This is an optimization exercise on Yosys and OpenROAD, whose aim is small area, not a production implementation.
In this exercise RTL edits were held to simulation tests only and were not proved equivalent to the original.
Power is estimated from default activity; no workload was simulated.

==> run E: inputs <==
==> flow/design.v <==
module axi_rd_tracker (
    input  wire        clk,
    input  wire        rst_n,
    input  wire        arvalid,
    output reg         arready,
    input  wire [7:0]  arid,
    input  wire [31:0] araddr,
    input  wire [3:0]  arlen,
    output wire        rvalid,
    input  wire        rready,
    output wire [7:0]  rid,
    output wire [31:0] rdata,
    output wire        rlast,
    output reg         be_req_valid,
    output wire [31:0] be_req_addr,
    output reg  [3:0]  be_req_len,
    input  wire        cpl_valid,
    input  wire [31:0] cpl_addr,
    input  wire [31:0] cpl_data,
    output wire [4:0]  inflight,
    output reg         fault
);
    localparam NS  = 41;     
    localparam NU  = 16;     
    localparam NI  = 21;     
    reg [31:0]   dbuf  [0:NS-1];
    reg [NS-1:0] s_fill;             
    reg [NS-1:0] s_last;             
    reg [25:0]   u_hi   [0:NU-1];    
    reg [3:0]    u_lo   [0:NU-1];    
    reg [5:0]    u_slot [0:NU-1];    
    reg [15:0]   u_mask [0:NU-1];    
    reg [3:0]    uh, ut;             
    reg [5:0]    tail;               
    reg [5:0]    hs;                 
    reg [5:0]    pf;                 
    reg [5:0]    op;                 
    reg [4:0]    t_count;
    reg [3:0]    pq_count;
    reg          gap_front;          
    reg [7:0]    idf [0:NI-1];
    reg [4:0]    iw, ir;
    reg [1:0]    lq1, lq0, ro;
    reg          pv;
    reg [NU-1:0] psel;
    reg [3:0]    plo;
    reg [31:0]   pdata;
    reg [29:0]   be_addr_q;
    function [5:0] inc_s(input [5:0] p);
        inc_s = (p == NS - 1) ? 6'd0 : p + 6'd1;
    endfunction
    function [4:0] inc_i(input [4:0] p);
        inc_i = (p == NI - 1) ? 5'd0 : p + 5'd1;
    endfunction
    integer u, b, i;
    assign rvalid      = ro[1];
    assign rlast       = ro[1] & ro[0];
    assign rid         = ro[1] ? idf[ir] : 8'd0;
    assign rdata       = ro[1] ? dbuf[op] : (ro[0] ? 32'h55555555 : 32'hAAAAAAAA);
    assign inflight    = t_count;
    assign be_req_addr = {be_addr_q, 2'b00};
    wire ar_hs = arvalid & arready & ~fault;
    reg [5:0] p_base;
    reg [3:0] p_lo0;
    always @(*) begin
        p_base = 6'd0;
        p_lo0  = 4'd0;
        for (u = 0; u < NU; u = u + 1) begin
            p_base = p_base | (psel[u] ? u_slot[u] : 6'd0);
            p_lo0  = p_lo0  | (psel[u] ? u_lo[u]   : 4'd0);
        end
    end
    wire [3:0] p_k    = plo - p_lo0;
    wire [6:0] p_sum  = {1'b0, p_base} + {3'b000, p_k};
    wire [5:0] p_slot = (p_sum >= NS) ? p_sum - NS : p_sum[5:0];
    wire head_ok = s_fill[hs] | (pv & (p_slot == hs));
    wire d_last  = s_last[hs];
    wire pq_room = (pq_count <= 4'd6);
    wire drain   = ~fault & head_ok & pq_room;
    wire [1:0] n_push = drain ? (d_last ? 2'd2 : 2'd1) : 2'd0;
    wire advance = ~fault & ~(ro[1] & ~rready);
    wire pq_any  = (pq_count != 4'd0);
    wire pop     = advance & (pq_any | drain);
    wire f_last  = s_last[pf];
    wire [1:0] next_in = pq_any ? (gap_front ? 2'b01 : {1'b1, f_last}) :
                         drain  ? {1'b1, d_last} : 2'b00;
    wire deliver = advance & ro[1];
    wire [25:0] a_hi  = cpl_addr[31:6];
    wire [25:0] a_hm1 = cpl_addr[31:6] - 26'd1;
    wire [3:0]  a_lo  = cpl_addr[5:2];
    wire        a_ok  = cpl_valid & (cpl_addr[1:0] == 2'b00);
    reg [15:0]   lo_dec;
    reg [NU-1:0] e0, e1, bw, cand;
    always @(*) begin
        for (u = 0; u < 16; u = u + 1)
            lo_dec[u] = (a_lo == u);
        for (u = 0; u < NU; u = u + 1) begin
            e0[u]   = (u_hi[u] == a_hi);
            e1[u]   = (u_hi[u] == a_hm1);
            bw[u]   = (a_lo < u_lo[u]);
            cand[u] = a_ok & u_mask[u][a_lo] & ((e0[u] & ~bw[u]) | (e1[u] & bw[u]));
        end
    end
    reg [NU-1:0] c_hi, sel;
    reg          any_hi, seen;
    always @(*) begin
        for (u = 0; u < NU; u = u + 1)
            c_hi[u] = cand[u] & (u >= uh);
        any_hi = |c_hi;
        seen   = 1'b0;
        for (u = 0; u < NU; u = u + 1) begin
            sel[u] = (any_hi ? c_hi[u] : cand[u]) & ~seen;
            seen   = seen | (any_hi ? c_hi[u] : cand[u]);
        end
    end
    wire found    = |cand;
    wire cpl_fill = ~fault & found;
    wire cpl_bad  = ~fault & cpl_valid & ~found;
    wire [6:0] e_sum  = {1'b0, tail} + {3'b000, arlen};
    wire [5:0] e_slot = (e_sum >= NS) ? e_sum - NS : e_sum[5:0];
    reg [15:0] a_mask;
    reg [3:0]  a_off;
    always @(*)
        for (u = 0; u < 16; u = u + 1) begin
            a_off     = u[3:0] - araddr[5:2];
            a_mask[u] = (a_off <= arlen);
        end
    reg [NU-1:0] u_alloc;
    always @(*)
        for (u = 0; u < NU; u = u + 1)
            u_alloc[u] = ar_hs && (ut == u);
    reg [NU-1:0] m_load;
    reg [15:0]   m_val;
    always @(*) begin
        for (u = 0; u < NU; u = u + 1)
            m_load[u] = u_alloc[u] | ~rst_n;
        m_val = a_mask & {16{rst_n}};
    end
    wire [4:0] count_next = t_count + (ar_hs ? {1'b0, arlen} + 5'd1 : 5'd0) - {4'd0, drain};
    always @(posedge clk) begin
        be_addr_q  <= araddr[31:2];
        be_req_len <= arlen;
        psel       <= sel;
        plo        <= a_lo;
        pdata      <= cpl_data;
    end
    always @(posedge clk)
        for (i = 0; i < NS; i = i + 1)
            if (pv && p_slot == i)
                dbuf[i] <= pdata;
    always @(posedge clk)
        for (i = 0; i < NU; i = i + 1)
            if (u_alloc[i]) begin
                u_hi[i]   <= araddr[31:6];
                u_lo[i]   <= araddr[5:2];
                u_slot[i] <= tail;
            end
    always @(posedge clk)
        if (ar_hs)
            idf[iw] <= arid;
    always @(posedge clk)
        for (i = 0; i < NU; i = i + 1)
            for (b = 0; b < 16; b = b + 1)
                u_mask[i][b] <= (m_load[i] & m_val[b]) |
                                (u_mask[i][b] & ~m_load[i] & ~(cpl_fill & sel[i] & lo_dec[b]));
    always @(posedge clk) begin
        if (!rst_n) begin
            s_fill       <= {NS{1'b0}};
            s_last       <= {NS{1'b0}};
            uh           <= 4'd0;
            ut           <= 4'd0;
            tail         <= 6'd0;
            hs           <= 6'd0;
            pf           <= 6'd0;
            op           <= 6'd0;
            t_count      <= 5'd0;
            pq_count     <= 4'd0;
            gap_front    <= 1'b0;
            iw           <= 5'd0;
            ir           <= 5'd0;
            lq1          <= 2'b00;
            lq0          <= 2'b00;
            ro           <= 2'b00;
            pv           <= 1'b0;
            arready      <= 1'b1;
            be_req_valid <= 1'b0;
            fault        <= 1'b0;
        end else begin
            be_req_valid <= ar_hs;
            pv           <= cpl_fill;
            if (pv)
                s_fill[p_slot] <= 1'b1;
            if (!fault) begin
                if (ar_hs) begin
                    ut             <= ut + 4'd1;
                    iw             <= inc_i(iw);
                    tail           <= inc_s(e_slot);
                    s_last[e_slot] <= 1'b1;
                end
                if (drain) begin
                    hs <= inc_s(hs);
                    if (d_last)
                        uh <= uh + 4'd1;
                end
                t_count <= count_next;
                if (pop) begin
                    if (pq_any) begin
                        if (gap_front)
                            gap_front <= 1'b0;
                        else begin
                            gap_front <= f_last;
                            pf        <= inc_s(pf);
                        end
                    end else begin
                        gap_front <= d_last;
                        pf        <= inc_s(pf);
                    end
                end
                pq_count <= pq_count + {2'b00, n_push} - {3'b000, pop};
                if (advance) begin
                    ro  <= lq0;
                    lq0 <= lq1;
                    lq1 <= next_in;
                end
                if (deliver) begin
                    op         <= inc_s(op);
                    s_fill[op] <= 1'b0;
                    s_last[op] <= 1'b0;
                    if (ro[0])
                        ir <= inc_i(ir);
                end
                arready <= drain ? 1'b0 : (count_next < 5'd16);
                if (cpl_bad)
                    fault <= 1'b1;
            end
        end
    end
endmodule
==> flow/run.sh <==
#!/bin/bash
# synth_recipe.tcl (not shown) runs the flow's synth.tcl, then flattens the netlist and writes it again
# the make line also repeats each setting of config.mk as NAME=value (left out here)
make -C /OpenROAD-flow-scripts/flow DESIGN_CONFIG=/design/flow/config.mk WORK_HOME=/design/flow/orfs CLKGATE_MAP_FILE= SYNTH_SCRIPT=/design/flow/synth_recipe.tcl finish
==> flow/config.mk <==
export PLATFORM = sky130hd
export DESIGN_NAME = axi_rd_tracker
export DESIGN_NICKNAME = axi_rd_tracker
export VERILOG_FILES = /design/flow/design.v
export SDC_FILE = /design/flow/constraint.sdc
export NUM_CORES = 4
export LEC_CHECK = 0
export ABC_AREA = 1
export CAP_MARGIN = 10
export CORE_MARGIN = 2
export CORE_UTILIZATION = 40
export CTS_BUF_LIST = sky130_fd_sc_hd__clkbuf_16
export CTS_CLUSTER_DIAMETER = 80
export CTS_CLUSTER_SIZE = 18
export PLACE_DENSITY = 0.6
export SLEW_MARGIN = 10
==> flow/constraint.sdc <==
create_clock -name core_clock -period 12.0 [get_ports {clk}]
set_input_delay 2.4000 -clock core_clock [delete_from_list [all_inputs] [get_ports {clk}]]
set_output_delay 2.4000 -clock core_clock [all_outputs]
set_load 0.01 [all_outputs]
==> run B (differences from run E) <==
--- a/flow/design.v
+++ b/flow/design.v
@@ -43,5 +43,6 @@
     reg [1:0]    lq1, lq0, ro;
     reg          pv;
-    reg [NU-1:0] psel;
+    reg [NU-1:0] pcand;              
+    reg [NU-1:0] psel;               
     reg [3:0]    plo;
     reg [31:0]   pdata;
@@ -61,4 +62,16 @@
     assign be_req_addr = {be_addr_q, 2'b00};
     wire ar_hs = arvalid & arready & ~fault;
+    reg [NU-1:0] c_hi;
+    reg          any_hi, seen;
+    always @(*) begin
+        for (u = 0; u < NU; u = u + 1)
+            c_hi[u] = pcand[u] & (u >= uh);
+        any_hi = |c_hi;
+        seen   = 1'b0;
+        for (u = 0; u < NU; u = u + 1) begin
+            psel[u] = (any_hi ? c_hi[u] : pcand[u]) & ~seen;
+            seen    = seen | (any_hi ? c_hi[u] : pcand[u]);
+        end
+    end
     reg [5:0] p_base;
     reg [3:0] p_lo0;
@@ -90,26 +103,16 @@
     wire [3:0]  a_lo  = cpl_addr[5:2];
     wire        a_ok  = cpl_valid & (cpl_addr[1:0] == 2'b00);
+    wire         p_same = pv & (plo == a_lo);    
     reg [15:0]   lo_dec;
     reg [NU-1:0] e0, e1, bw, cand;
     always @(*) begin
         for (u = 0; u < 16; u = u + 1)
-            lo_dec[u] = (a_lo == u);
+            lo_dec[u] = (plo == u);
         for (u = 0; u < NU; u = u + 1) begin
             e0[u]   = (u_hi[u] == a_hi);
             e1[u]   = (u_hi[u] == a_hm1);
             bw[u]   = (a_lo < u_lo[u]);
-            cand[u] = a_ok & u_mask[u][a_lo] & ((e0[u] & ~bw[u]) | (e1[u] & bw[u]));
-        end
-    end
-    reg [NU-1:0] c_hi, sel;
-    reg          any_hi, seen;
-    always @(*) begin
-        for (u = 0; u < NU; u = u + 1)
-            c_hi[u] = cand[u] & (u >= uh);
-        any_hi = |c_hi;
-        seen   = 1'b0;
-        for (u = 0; u < NU; u = u + 1) begin
-            sel[u] = (any_hi ? c_hi[u] : cand[u]) & ~seen;
-            seen   = seen | (any_hi ? c_hi[u] : cand[u]);
+            cand[u] = a_ok & u_mask[u][a_lo] & ~(p_same & psel[u]) &
+                      ((e0[u] & ~bw[u]) | (e1[u] & bw[u]));
         end
     end
@@ -141,5 +144,5 @@
         be_addr_q  <= araddr[31:2];
         be_req_len <= arlen;
-        psel       <= sel;
+        pcand      <= cand;
         plo        <= a_lo;
         pdata      <= cpl_data;
@@ -163,5 +166,5 @@
             for (b = 0; b < 16; b = b + 1)
                 u_mask[i][b] <= (m_load[i] & m_val[b]) |
-                                (u_mask[i][b] & ~m_load[i] & ~(cpl_fill & sel[i] & lo_dec[b]));
+                                (u_mask[i][b] & ~m_load[i] & ~(pv & psel[i] & lo_dec[b]));
     always @(posedge clk) begin
         if (!rst_n) begin
==> flow/flow/run.sh (new file) <==
#!/bin/bash
set -euo pipefail
export BUFFER_PORTS_ARGS="-buffer_cell sky130_fd_sc_hd__buf_1"
export CTS_ARGS="-sink_clustering_enable -repair_clock_nets -sink_clustering_size 15 -sink_clustering_max_diameter 80 -distance_between_buffers 1000 -buf_list sky130_fd_sc_hd__clkbuf_8 -dont_use_dummy_load"
bash standard.sh > make.log 2>&1
==> flow/standard.sh (new file) <==
#!/bin/bash
# synth_recipe.tcl (not shown) runs the flow's synth.tcl, then flattens the netlist and writes it again
# the make line also repeats each setting of config.mk as NAME=value (left out here)
make -C /OpenROAD-flow-scripts/flow DESIGN_CONFIG=/design/flow/config.mk WORK_HOME=/design/flow/orfs CLKGATE_MAP_FILE= SYNTH_SCRIPT=/design/flow/synth_recipe.tcl "${@:-finish}"
Settings changed: ABC_AREA 1 to unset, CAP_MARGIN 10 to 20, CORE_UTILIZATION 40 to 55, CTS_BUF_LIST sky130_fd_sc_hd__clkbuf_16 to unset, CTS_CLUSTER_DIAMETER 80 to unset, CTS_CLUSTER_SIZE 18 to unset, PLACE_DENSITY 0.6 to 0.68, SLEW_MARGIN 10 to 20.
removed: flow/run.sh
==> run P (differences from run E) <==
==> flow/flow/run.sh (new file) <==
#!/bin/bash
set -euo pipefail
export BUFFER_PORTS_ARGS="-buffer_cell sky130_fd_sc_hd__buf_1"
export CTS_ARGS="-sink_clustering_enable -repair_clock_nets -sink_clustering_size 25 -sink_clustering_max_diameter 100 -buf_list sky130_fd_sc_hd__clkbuf_16 -dont_use_dummy_load"
export RECOVER_POWER=100
bash standard.sh > make.log 2>&1
==> flow/standard.sh (new file) <==
#!/bin/bash
# synth_recipe.tcl (not shown) runs the flow's synth.tcl, then flattens the netlist and writes it again
# the make line also repeats each setting of config.mk as NAME=value (left out here)
make -C /OpenROAD-flow-scripts/flow DESIGN_CONFIG=/design/flow/config.mk WORK_HOME=/design/flow/orfs CLKGATE_MAP_FILE= SYNTH_SCRIPT=/design/flow/synth_recipe.tcl "${@:-finish}"
Settings changed: CAP_MARGIN 10 to 20, CTS_BUF_LIST sky130_fd_sc_hd__clkbuf_16 to unset, CTS_CLUSTER_DIAMETER 80 to unset, CTS_CLUSTER_SIZE 18 to unset, SLEW_MARGIN 10 to 20.
removed: flow/run.sh
==> qor summary <==
	run B	run E	run P
Storage cell area	71600 sq um	71600 sq um	71600 sq um
Global-route usage over all layers	35.9%	27.8%	28.1%
Count of routing violations after the opening detailed-route iteration	11300	10900	10600
Total Routed Length	367 mm	409 mm	412 mm
Cell at the root of the clock tree	clkbuf_8	clkbuf_16	clkbuf_16
Sequential group share of total power	64.5%	54.3%	58.6%
Power dissipated by switching net loads	3.72 mW	4.92 mW	4.49 mW
Detailed-route wire length on metal 1	132 mm	164 mm	165 mm
Well Taps	2624	3724	3724
Number of CTS-inserted buffers	191	182	143
Category of the most critical setup path	flop to flop	flop to flop	flop to primary output
Library cell with the highest instance count after synthesis	edfxtp_1	nand2_1	nand2_1
Antenna diode count	5	4	9
Share of total power in combinational logic	8.1%	11.7%	12.1%
Destination of the worst hold path	lq0[1]	lq1[1]	s_fill[40]
Status	complete, no violations	complete, no violations	failed layout checks
Layout check failures	-	-	capacitance limit, slew limit
Bufs w/o clock	457	460	458

==> afterwards: timing with drivers on the ports <==
No port has a modelled driver above. Below, the same layouts with a new extraction and two added sets of constraints.
Step 1 assumes that a clkbuf_16 drives the clock port and a buf_2 every other input.
Step 2 moves the port delays by t, midway between the first and last clock arrival at a register: inputs arrive t later, outputs are due t later. That takes back most of the time a late clock gives input paths.
Three values: no drivers, after step 1, after step 2; two values: the first two.
| run | t (ns) | setup WS [ns] | worst hold slack (ns) | worst setup path after step 2 |
|---|---|---|---|---|
| run E | 0.981 | 2.692 / 2.692 / 1.883 | 0.464 / 0.464 / 0.464 | input to register |
| run B | 1.165 | 0.964 / 0.964 / 0.964 | 0.433 / 0.433 / 0.433 | register to register |
| run P | 0.951 | 1.447 / 1.340 / 0.681 | 0.468 / 0.468 / 0.468 | input to register |
The setup slack of run E, which loses most, moves by 0.000 ns with the drivers and by -0.809 ns with both steps.
